From an optimization exercise on the open Yosys and OpenROAD flow, aimed at small area, a short achievable clock period and few clock cycles per item; shortcuts taken in it are not production practice. Only simulation tests tie the RTL to the original design; equivalence was not proved. Power is estimated from default activity; no workload was simulated.

===== flow/design.v =====
module rc_proto_table (
    input  wire [2:0] proto,        
    output reg  [7:0] sync_count,   
    output reg  [7:0] zero_high,
    output reg  [7:0] zero_low,
    output reg  [7:0] one_high,
    output reg  [7:0] one_low,
    output reg        inverted
);
    always @(*) begin
        case (proto)
            3'd1:    begin sync_count = 8'd31; zero_high = 8'd1; zero_low = 8'd3;  one_high = 8'd3; one_low = 8'd1; inverted = 1'b0; end
            3'd2:    begin sync_count = 8'd10; zero_high = 8'd1; zero_low = 8'd2;  one_high = 8'd2; one_low = 8'd1; inverted = 1'b0; end
            3'd3:    begin sync_count = 8'd71; zero_high = 8'd4; zero_low = 8'd11; one_high = 8'd9; one_low = 8'd6; inverted = 1'b0; end
            3'd4:    begin sync_count = 8'd6;  zero_high = 8'd1; zero_low = 8'd3;  one_high = 8'd3; one_low = 8'd1; inverted = 1'b0; end
            3'd5:    begin sync_count = 8'd14; zero_high = 8'd1; zero_low = 8'd2;  one_high = 8'd2; one_low = 8'd1; inverted = 1'b0; end
            default: begin sync_count = 8'd23; zero_high = 8'd1; zero_low = 8'd2;  one_high = 8'd2; one_low = 8'd1; inverted = 1'b1; end
        endcase
    end
endmodule
module rc_div40 (
    input  wire [6:0] r,
    input  wire [3:0] nib,
    input  wire [6:0] s,
    output wire [3:0] q,
    output wire [6:0] r_out
);
    wire [7:0] t3 = {r, nib[3]};
    assign q[3] = t3 >= {1'b0, s};
    wire [7:0] u3 = q[3] ? t3 - {1'b0, s} : t3;
    wire [7:0] t2 = {u3[6:0], nib[2]};
    assign q[2] = t2 >= {1'b0, s};
    wire [7:0] u2 = q[2] ? t2 - {1'b0, s} : t2;
    wire [7:0] t1 = {u2[6:0], nib[1]};
    assign q[1] = t1 >= {1'b0, s};
    wire [7:0] u1 = q[1] ? t1 - {1'b0, s} : t1;
    wire [7:0] t0 = {u1[6:0], nib[0]};
    assign q[0] = t0 >= {1'b0, s};
    wire [7:0] u0 = q[0] ? t0 - {1'b0, s} : t0;
    assign r_out = u0[6:0];
endmodule
module rc_rx (
    input  wire        clk,
    input  wire        rst,
    input  wire        ev_valid,
    output wire        ev_ready,
    input  wire [15:0] ev_dt,
    input  wire        ev_edge,
    input  wire [7:0]  cfg_tol,      
    input  wire        cfg_in_en,    
    input  wire        clr_valid,    
    output reg         res_valid,
    output reg  [31:0] res_value,
    output reg  [7:0]  res_len,
    output reg  [31:0] res_unit,
    output reg  [2:0]  res_proto
);
    localparam [1:0] DV_IDLE = 2'd0, DV_RUN = 2'd1, DV_TAIL = 2'd2, DV_DONE = 2'd3;
    localparam [1:0] SC_WAIT = 2'd0, SC_SCAN = 2'd1, SC_FAIL = 2'd2, SC_B2 = 2'd3;
    localparam [12:0] XMAX = 13'd4301;   
    integer i;
    reg         rdy;
    reg         a_v, a_e;
    reg  [15:0] a_dt;
    reg  [7:0]  a_tol;
    reg         last_e;
    assign ev_ready = rdy;
    wire accept = ev_valid & rdy;
    reg  [31:0] eacc;               
    reg  [31:0] g;                  
    reg  [12:0] tbo [0:32];         
    reg  [12:0] tbe [0:32];         
    reg  [6:0]  cnt;
    reg         rep;
    reg  [7:0]  t_cur;              
    reg         rs;                 
    wire pred = ev_edge & cfg_in_en & rep & (cnt >= 7'd7) &
                (~last_e | (ev_dt > 16'd4300));
    reg  [1:0]  dv_st;
    reg  [2:0]  dp;
    reg  [2:0]  dv_j;
    reg  [6:0]  dv_r;
    reg  [29:0] dv_u;
    reg  [3:0]  dq;
    reg         dq_v;
    reg  [7:0]  tr;
    reg  [20:0] tq;
    reg  [1:0]  sc_st;
    reg  [2:0]  sp;
    reg  [5:0]  ia, ib;
    reg  [31:0] scode;
    reg  [29:0] u_cur;
    reg  [12:0] zh_lo, zh_hi, zl_lo, zl_hi, oh_lo, oh_hi, ol_lo, ol_hi;
    wire [31:0] d         = eacc + {16'd0, a_dt};
    wire        is_gap    = d > 32'd4300;
    wire [33:0] gdiff     = {2'b00, d} - {2'b00, g} + 34'd200;
    wire        gap_match = gdiff <= 34'd400;
    wire        edge_v    = a_v & a_e;
    wire        dec_big   = edge_v & is_gap & gap_match & rep & (cnt > 7'd7);
    wire        inv       = (sp == 3'd6);
    wire [6:0]  need      = {ib, 1'b1} + {6'd0, inv} + 7'd2;          
    wire        avail     = need <= cnt;
    wire        sc_done   = (sc_st == SC_FAIL) | ((sc_st == SC_SCAN) & ~avail);
    wire        t_ok      = (a_tol == t_cur) & ~rs;
    wire        stall     = dec_big & ~(t_ok & sc_done);
    wire        consume   = a_v & ~stall;
    wire        publish   = dec_big & ~stall & (sc_st == SC_SCAN);
    wire        new_frame = edge_v & ~stall & (is_gap | (cnt >= 7'd67) | (cnt == 7'd0));
    wire        wr_slot   = edge_v & ~is_gap & (cnt < 7'd67) & (cnt != 7'd0);
    wire [7:0] p_sync, p_zh, p_zl, p_oh, p_ol;
    wire       p_inv;
    rc_proto_table u_table (
        .proto      (dp),
        .sync_count (p_sync),
        .zero_high  (p_zh),
        .zero_low   (p_zl),
        .one_high   (p_oh),
        .one_low    (p_ol),
        .inverted   (p_inv)
    );
    reg [2:0] g_top;
    always @(*) begin
        g_top = 3'd0;
        for (i = 1; i < 8; i = i + 1)
            if (g[4*i +: 4] != 4'd0) g_top = i[2:0];
    end
    wire [3:0] nib = g[{dv_j, 2'b00} +: 4];
    wire [3:0] dq_new;
    wire [6:0] dr_new;
    rc_div40 u_step (
        .r     (dv_r),
        .nib   (nib),
        .s     (p_sync[6:0]),
        .q     (dq_new),
        .r_out (dr_new)
    );
    wire [11:0] tm   = dq * t_cur;
    wire [12:0] tn   = {tr, 4'b0000} + {1'b0, tm};
    reg  [5:0]  tq2;
    reg  [6:0]  trr;
    always @(*) begin
        tq2 = 6'd0;
        trr = 7'd0;
        for (i = 0; i < 64; i = i + 1)
            if ({tn[12:5], 5'd0} >= i * 100) begin
                tq2 = i[5:0];
                trr = {tn[12:5], 5'd0} - i * 100;
            end
    end
    wire [7:0]  tr_n = {1'b0, trr} + {3'b000, tn[4:0]};
    wire        big  = |dv_u[29:19];
    wire [18:0] us   = dv_u[18:0];
    wire        tcar = tr >= 8'd100;
    wire        b2   = (sc_st == SC_B2);
    wire [3:0]  ka   = b2 ? p_oh[3:0] : p_zh[3:0];
    wire [3:0]  kb   = b2 ? p_ol[3:0] : p_zl[3:0];
    wire [22:0] va   = ((ka == 4'd9) ? {1'b0, us, 3'b000} : 23'd0) +
                       ((ka == 4'd4) ? {2'b00, us, 2'b00} : {4'b0000, us});
    wire [22:0] vb   = ((kb == 4'd11) ? {1'b0, us, 3'b000} :
                        (kb == 4'd6)  ? {2'b00, us, 2'b00} : 23'd0) +
                       {3'b000, us, 1'b0} +
                       (((kb == 4'd3) | (kb == 4'd11)) ? {4'b0000, us} : 23'd0);
    wire [24:0] a_lo = {2'b00, va} - {4'b0000, tq} - {24'd0, tcar};
    wire [24:0] a_hi = {2'b00, va} + {4'b0000, tq} + {24'd0, tcar};
    wire [24:0] b_lo = {2'b00, vb} - {4'b0000, tq} - {24'd0, tcar};
    wire [24:0] b_hi = {2'b00, vb} + {4'b0000, tq} + {24'd0, tcar};
    function [12:0] clamp_lo;
        input [24:0] v;
        begin
            if (v[24])                    clamp_lo = 13'd0;
            else if (v > 25'd4300)        clamp_lo = XMAX;
            else                          clamp_lo = v[12:0];
        end
    endfunction
    function [12:0] clamp_hi;
        input [24:0] v;
        begin
            if (v > 25'd4300)             clamp_hi = XMAX;
            else                          clamp_hi = v[12:0];
        end
    endfunction
    wire [12:0] na_lo = big ? (((ka == 4'd1) & (t_cur >= 8'd100)) ? 13'd0 : XMAX) : clamp_lo(a_lo);
    wire [12:0] na_hi = big ? XMAX : clamp_hi(a_hi);
    wire [12:0] nb_lo = big ? (((kb == 4'd2) & (t_cur >= 8'd200)) ? 13'd0 : XMAX) : clamp_lo(b_lo);
    wire [12:0] nb_hi = big ? XMAX : clamp_hi(b_hi);
    wire [12:0] rd_o = tbo[ia];
    wire [12:0] rd_e = tbe[ib];
    wire [12:0] px   = inv ? rd_e : rd_o;
    wire [12:0] py   = inv ? rd_o : rd_e;
    wire is_zero = (px >= zh_lo) & (px <= zh_hi) & (py >= zl_lo) & (py <= zl_hi);
    wire is_one  = (px >= oh_lo) & (px <= oh_hi) & (py >= ol_lo) & (py <= ol_hi);
    wire take    = (sc_st == SC_WAIT) & (dv_st == DV_DONE) & ~rs;
    wire dv_next = ~rs & (((sc_st == SC_B2)) | (take & (dp != 3'd3))) & (dp != 3'd6);
    always @(posedge clk) begin
        if (rst) begin
            rdy       <= 1'b1;
            a_v       <= 1'b0;
            a_e       <= 1'b0;
            last_e    <= 1'b1;
            eacc      <= 32'd0;
            g         <= 32'd0;
            cnt       <= 7'd0;
            rep       <= 1'b0;
            t_cur     <= 8'd0;
            rs        <= 1'b1;
            dv_st     <= DV_IDLE;
            dp        <= 3'd1;
            dq_v      <= 1'b0;
            sc_st     <= SC_WAIT;
            sp        <= 3'd1;
            res_valid <= 1'b0;
            res_value <= 32'd0;
            res_len   <= 8'd0;
            res_unit  <= 32'd0;
            res_proto <= 3'd0;
        end else begin
            if (accept) begin
                a_v    <= 1'b1;
                a_e    <= ev_edge & cfg_in_en;
                a_dt   <= ev_dt;
                a_tol  <= cfg_tol;
                last_e <= ev_edge & cfg_in_en;
            end else if (consume) begin
                a_v    <= 1'b0;
            end
            rdy <= ~(accept & pred) & ~stall;
            if (a_v & ~a_e)
                eacc <= d;
            if (edge_v & ~stall)
                eacc <= 32'd0;
            if (wr_slot) begin
                if (cnt[0])
                    tbo[cnt[6:1]] <= d[12:0];
                else
                    tbe[cnt[6:1] - 6'd1] <= d[12:0];
                cnt <= cnt + 7'd1;
            end
            rs <= 1'b0;
            if (edge_v & (a_tol != t_cur)) begin
                t_cur <= a_tol;
                rs    <= 1'b1;
            end
            if (new_frame) begin
                g   <= d;
                cnt <= 7'd1;
                rs  <= 1'b1;
                if (is_gap)
                    rep <= gap_match & ~rep;
                else
                    rep <= 1'b0;
            end
            if (publish) begin
                res_valid <= 1'b1;
                res_value <= scode;
                res_len   <= {2'b00, cnt[6:1] - ((cnt[0]) ? 6'd0 : 6'd1)};
                res_unit  <= {2'b00, u_cur};
                res_proto <= sp;
            end else if (clr_valid) begin
                res_valid <= 1'b0;
                res_value <= 32'd0;
                res_len   <= 8'd0;
                res_unit  <= 32'd0;
                res_proto <= 3'd0;
            end
            if (rs | dv_next) begin
                dv_st <= DV_RUN;
                dp    <= rs ? 3'd1 : dp + 3'd1;
                dv_j  <= g_top;
                dv_r  <= 7'd0;
                dv_u  <= 30'd0;
                dq_v  <= 1'b0;
                tr    <= 8'd0;
                tq    <= 21'd0;
            end else begin
                if (dq_v) begin
                    tr <= tr_n;
                    tq <= {tq[16:0], 4'b0000} + {15'd0, tq2};
                end
                case (dv_st)
                    DV_RUN: begin
                        dv_u <= {dv_u[25:0], dq_new};
                        dv_r <= dr_new;
                        dq   <= dq_new;
                        dq_v <= 1'b1;
                        if (dv_j == 3'd0)
                            dv_st <= DV_TAIL;
                        else
                            dv_j <= dv_j - 3'd1;
                    end
                    DV_TAIL: begin
                        dq_v  <= 1'b0;
                        dv_st <= DV_DONE;
                    end
                    DV_DONE: begin
                        if (take & (dp == 3'd6))
                            dv_st <= DV_IDLE;
                    end
                    default: ;
                endcase
            end
            if (rs) begin
                sc_st <= SC_WAIT;
                sp    <= 3'd1;
            end else begin
                case (sc_st)
                    SC_WAIT: begin
                        if (take) begin
                            zh_lo <= na_lo;  zh_hi <= na_hi;
                            zl_lo <= nb_lo;  zl_hi <= nb_hi;
                            oh_lo <= nb_lo;  oh_hi <= nb_hi;
                            ol_lo <= na_lo;  ol_hi <= na_hi;
                            u_cur <= dv_u;
                            scode <= 32'd0;
                            ia    <= p_inv ? 6'd1 : 6'd0;
                            ib    <= 6'd0;
                            sc_st <= (dp == 3'd3) ? SC_B2 : SC_SCAN;
                        end
                    end
                    SC_B2: begin
                        oh_lo <= na_lo;  oh_hi <= na_hi;
                        ol_lo <= nb_lo;  ol_hi <= nb_hi;
                        sc_st <= SC_SCAN;
                    end
                    SC_SCAN: begin
                        if (avail) begin
                            if (is_zero | is_one) begin
                                scode <= {scode[30:0], ~is_zero};
                                ia    <= ia + 6'd1;
                                ib    <= ib + 6'd1;
                            end else if (sp == 3'd6) begin
                                sc_st <= SC_FAIL;
                            end else begin
                                sp    <= sp + 3'd1;
                                sc_st <= SC_WAIT;
                            end
                        end
                    end
                    default: ;
                endcase
            end
        end
    end
endmodule

===== flow/run.sh =====
#!/bin/bash
# synth_recipe.tcl (not shown) runs the flow's synth.tcl, then flattens the netlist and writes it again
# the make line also repeats each setting of config.mk as NAME=value (left out here)
make -C /OpenROAD-flow-scripts/flow DESIGN_CONFIG=/design/flow/config.mk WORK_HOME=/design/flow/orfs CLKGATE_MAP_FILE= SYNTH_SCRIPT=/design/flow/synth_recipe.tcl finish

===== flow/config.mk =====
export PLATFORM = sky130hd
export DESIGN_NAME = rc_rx
export DESIGN_NICKNAME = rc_rx
export VERILOG_FILES = /design/flow/design.v
export SDC_FILE = /design/flow/constraint.sdc
export NUM_CORES = 4
export LEC_CHECK = 0
export CAP_MARGIN = 20
export CORE_MARGIN = 2
export CORE_UTILIZATION = 40
export SLEW_MARGIN = 20

===== flow/constraint.sdc =====
create_clock -name core_clock -period 20.0 [get_ports {clk}]
set_input_delay 4.0000 -clock core_clock [delete_from_list [all_inputs] [get_ports {clk}]]
set_output_delay 4.0000 -clock core_clock [all_outputs]
set_load 0.01 [all_outputs]

==> flow_summary.ini <==
[pwr]
power_density_nw_per_um2 = 100
vdd_drop_max_mv = 0.0781
p_leak_nw = 29.6

[detailed_routing]
via_count = 50300
drc = 0
vias_per_cell = 5.82
ant_nets = 0
drt-total-wl_mm = 207
drtIter0Drc = 5444
routedWlPerCell_um = 23.9
drt_first_pass_iters = 6

[synth]
syn_inst = 6064
syn_area_um2 = 72600
yosysUniqueCellTypes = 118
ys_async_sr_fraction_pct = 0
synth_top_flop_cell = edfxtp_1
seq_area_frac_synth_pct = 51.8
postSynthAreaPerCell_um2 = 12.0
synth_warnings = 2
synth-seq-cells = 1313
synth_edf_count = 1133

[finish]
fin_util_pct = 45.2
syn_to_final_growth_pct = 12.4
fin_area_um2 = 81700
drive_gt1_share_pct = 12.5
num-fill-cells = 16300
ff_latch_area_um2 = 37600
nets = 6590
multi_input_area_um2 = 32700

[worst_setup_path]
start_kind = register
cp-end-kind = register
path_class = register to register
timing.rr.end = dv_r[3]
max_stage_delay_ns = 0.71
critical-path-slowest-cell = a2111oi_4
endpoint = dv_r[3]
crit_fanout = 10
startpoint = dp[0]
arrival_ns = 10.61
r2r_start = dp[0]
required_ns = 20.51
reg2regPathDepth = 41
regToRegSetupSlack_ns = 9.91

[place]
dpl-instance-area_um2 = 76600
io_buffers = 102
place_congestion = 0.929
hpwl_mm = 143

[global_routing]
grt_pass1_wl_mm = 311
antenna_found_initial = 7
track_usage_pct = 21.9
grt_max_degree = 97
gr-total-overflow = 0
first_global_vias = 48400

[cts]
numCtsBuffers = 144
ctsHoldBuffers = 0
clk_pin_slew_ns = 0.06
tritoncts = built
cts_max_path_buffers = 3
post-cts-setup-buffers = 0
post_cts_resized = 0
clk_latency_ns = 0.83
htreeDepth = 4
clkSinkCount = 1313
cts_root_buffer = clkbuf_16

[floorplan]
die_h_um = 430
initial_core_util_pct = 40.2
io_pins = 107
dieArea_um2 = 185000
dieWidth_um = 430
rows = 156
coreArea_um2 = 181000

[sta]
relSlewSlack_pct = 28.8
final.setup.tns_ns = 0
finalMaxSlewViolations = 0
setup_viol = 0
period_share_pct = 50.5
worst_pin_slew_ns = 1.07
hold_viol = 0
timing.hold.ws_ns = 0.468
fmax_mhz = 99.1
rsz0062_at_grt = false
period_minus_slack_ns = 10.09
finClkSkew_ns = 0.0778

[run]
cap_violations = 0

[run_status]
run_status = finished clean

[hold_path]
hold_path_class = register to register
==> metal layers <==
metal	global-route usage, %	vias to the layer above	part of all wire, %
met3	3.28	241	6.5
met4	5.93	2	2.5
li1	-	23000	-
met2	34.5	1778	46
met1	31.7	25200	45
met5	0	-	0.0063
==> synthesized netlist by cell type (all sizes together), types with 103 or more instances <==
cell type | number | area share [%]
xnor2 | 166 | 2.0
mux2i | 152 | 2.1
inv | 373 | 1.9
clkbuf | 213 | 1.1
dfxtp | 180 | 5.0
nor2b | 112 | 0.96
nor3 | 182 | 1.4
a21oi | 342 | 2.4
edfxtp | 1133 | 47
nand3 | 118 | 0.81
o21ai | 241 | 1.7
ha | 375 | 6.5
mux4 | 268 | 8.3
nor2 | 545 | 2.8
nand2 | 342 | 1.8
and2 | 103 | 0.89
==> power by group <==
group	leakage, nW	switching, mW	total (mW)	internal [mW]
Clock	2.42	1.15	2.78	1.63
Combinational	15.4	1.51	2.29	0.777
Sequential	11.7	0.0512	3.14	3.09
Total	29.6	2.71	8.20	5.49
==> layout make-up <==
type	instances	area share [%]
Antenna cell	3	0.00919
Clock buffer	180	4.70
Clock inverter	86	1.42
Multi-Input combinational cell	4083	40.1
Timing Repair Buffer	220	2.35
Tap cell	2370	3.63
Sequential cell	1313	46.1
Inverter	376	1.73
==> worst min path at each step <==
stage,from,end,slack [ns],cells past startpoint
after global placement,dv_u[29],u_cur[29],0.45,0
after detailed placement,dv_u[29],u_cur[29],0.46,0
final,dv_u[29],u_cur[29],0.47,0
after global routing,dv_u[29],u_cur[29],0.48,0
after floorplan,dv_u[28],u_cur[28],0.43,0
after CTS,dv_u[29],u_cur[29],0.47,0
==> cell usage in the layout (no fill, tap or decap), drive strengths merged, types with 182 or more instances in the layout <==
| cell | n |
|---|---|
| mux4 | 268 |
| nor2 | 545 |
| nor3 | 182 |
| a21oi | 342 |
| inv | 381 |
| o21ai | 241 |
| nand2 | 342 |
| ha | 375 |
| edfxtp | 1133 |
==> kinds of logic (layout without fill, tap and decap cells) <==
group	Yosys count	in the layout	synth area share (%)
and+or+nand+nor	1756	1756	12.0
DFF	1313	1313	51.8
AOI/OAI and AO/OA	1225	1225	11.3
buffers and inverters	671	862	3.58
muxes	428	428	10.5
adders and majority gates	422	422	7.75
xor gates and xnor gates	248	248	3.02
other	1	7	0.00516
==> critical path, delay by kind of cell, from the launching register on <==
| kind | cells | cell delay (ns) |
|---|---|---|
| muxes | 4 | 0.90 |
| DFF | 1 | 0.38 |
| buffers and inverters | 5 | 0.70 |
| and+or+nand+nor | 8 | 1.19 |
| AOI/OAI and AO/OA | 18 | 4.92 |
| adders and majority gates | 6 | 1.69 |
==> flip-flops by register name, summed over array words and instances, names as in the netlist, 8 cells and up, named ones only <==
signal,flops
a_dt,16
a_tol,8
dv_u,30
eacc,32
g,32
oh_hi,13
oh_lo,13
ol_hi,13
ol_lo,13
res_unit,30
res_value,32
scode,32
t_cur,8
tbe,429
tbo,429
tq,21
tr,8
u_cur,30
zh_hi,13
zh_lo,13
zl_hi,13
zl_lo,13
==> per-stage QoR <==
step           cells  power (mW)  worst slack (ns)
3_3_place_gp    8361        5.42              9.94
3_5_place_dp    8362        5.43              9.92
4_1_cts         8628        8.22              9.87
6_report        8631        8.20              9.91
5_1_grt         8629        8.55              9.14
2_1_floorplan   6067        4.76             11.43
Testbench counts, summed over its fixed seeds: cycles 23,070, events 22,061.

-- re-timing with driven ports --
Ports are ideal in the flow. The routed layout listed here was re-timed in OpenROAD.
Step 1 sets driving cells, clkbuf_16 on the clock port and buf_2 on the other inputs (assumed; they add their load-dependent delay and slew).
Step 2, shift: input delay + t, output delay - t, t = (earliest + latest rising clock arrival at the registers) / 2. This alone moves slack from input paths to output paths.
Slacks: ideal ports / drivers / drivers and shift; pairs: ideal ports / drivers.
t (ns): 0.869
setup slack, ns: 9.907 / 9.907 / 9.907
worst setup path at the end: register to register
worst data-port slew with drivers (ns): 0.06
cell pins on the clock port's net: 1
After both steps this run still meets setup and hold. For this run, drivers alone change the setup slack by 0.000 ns; drivers and shift together by 0.000 ns.
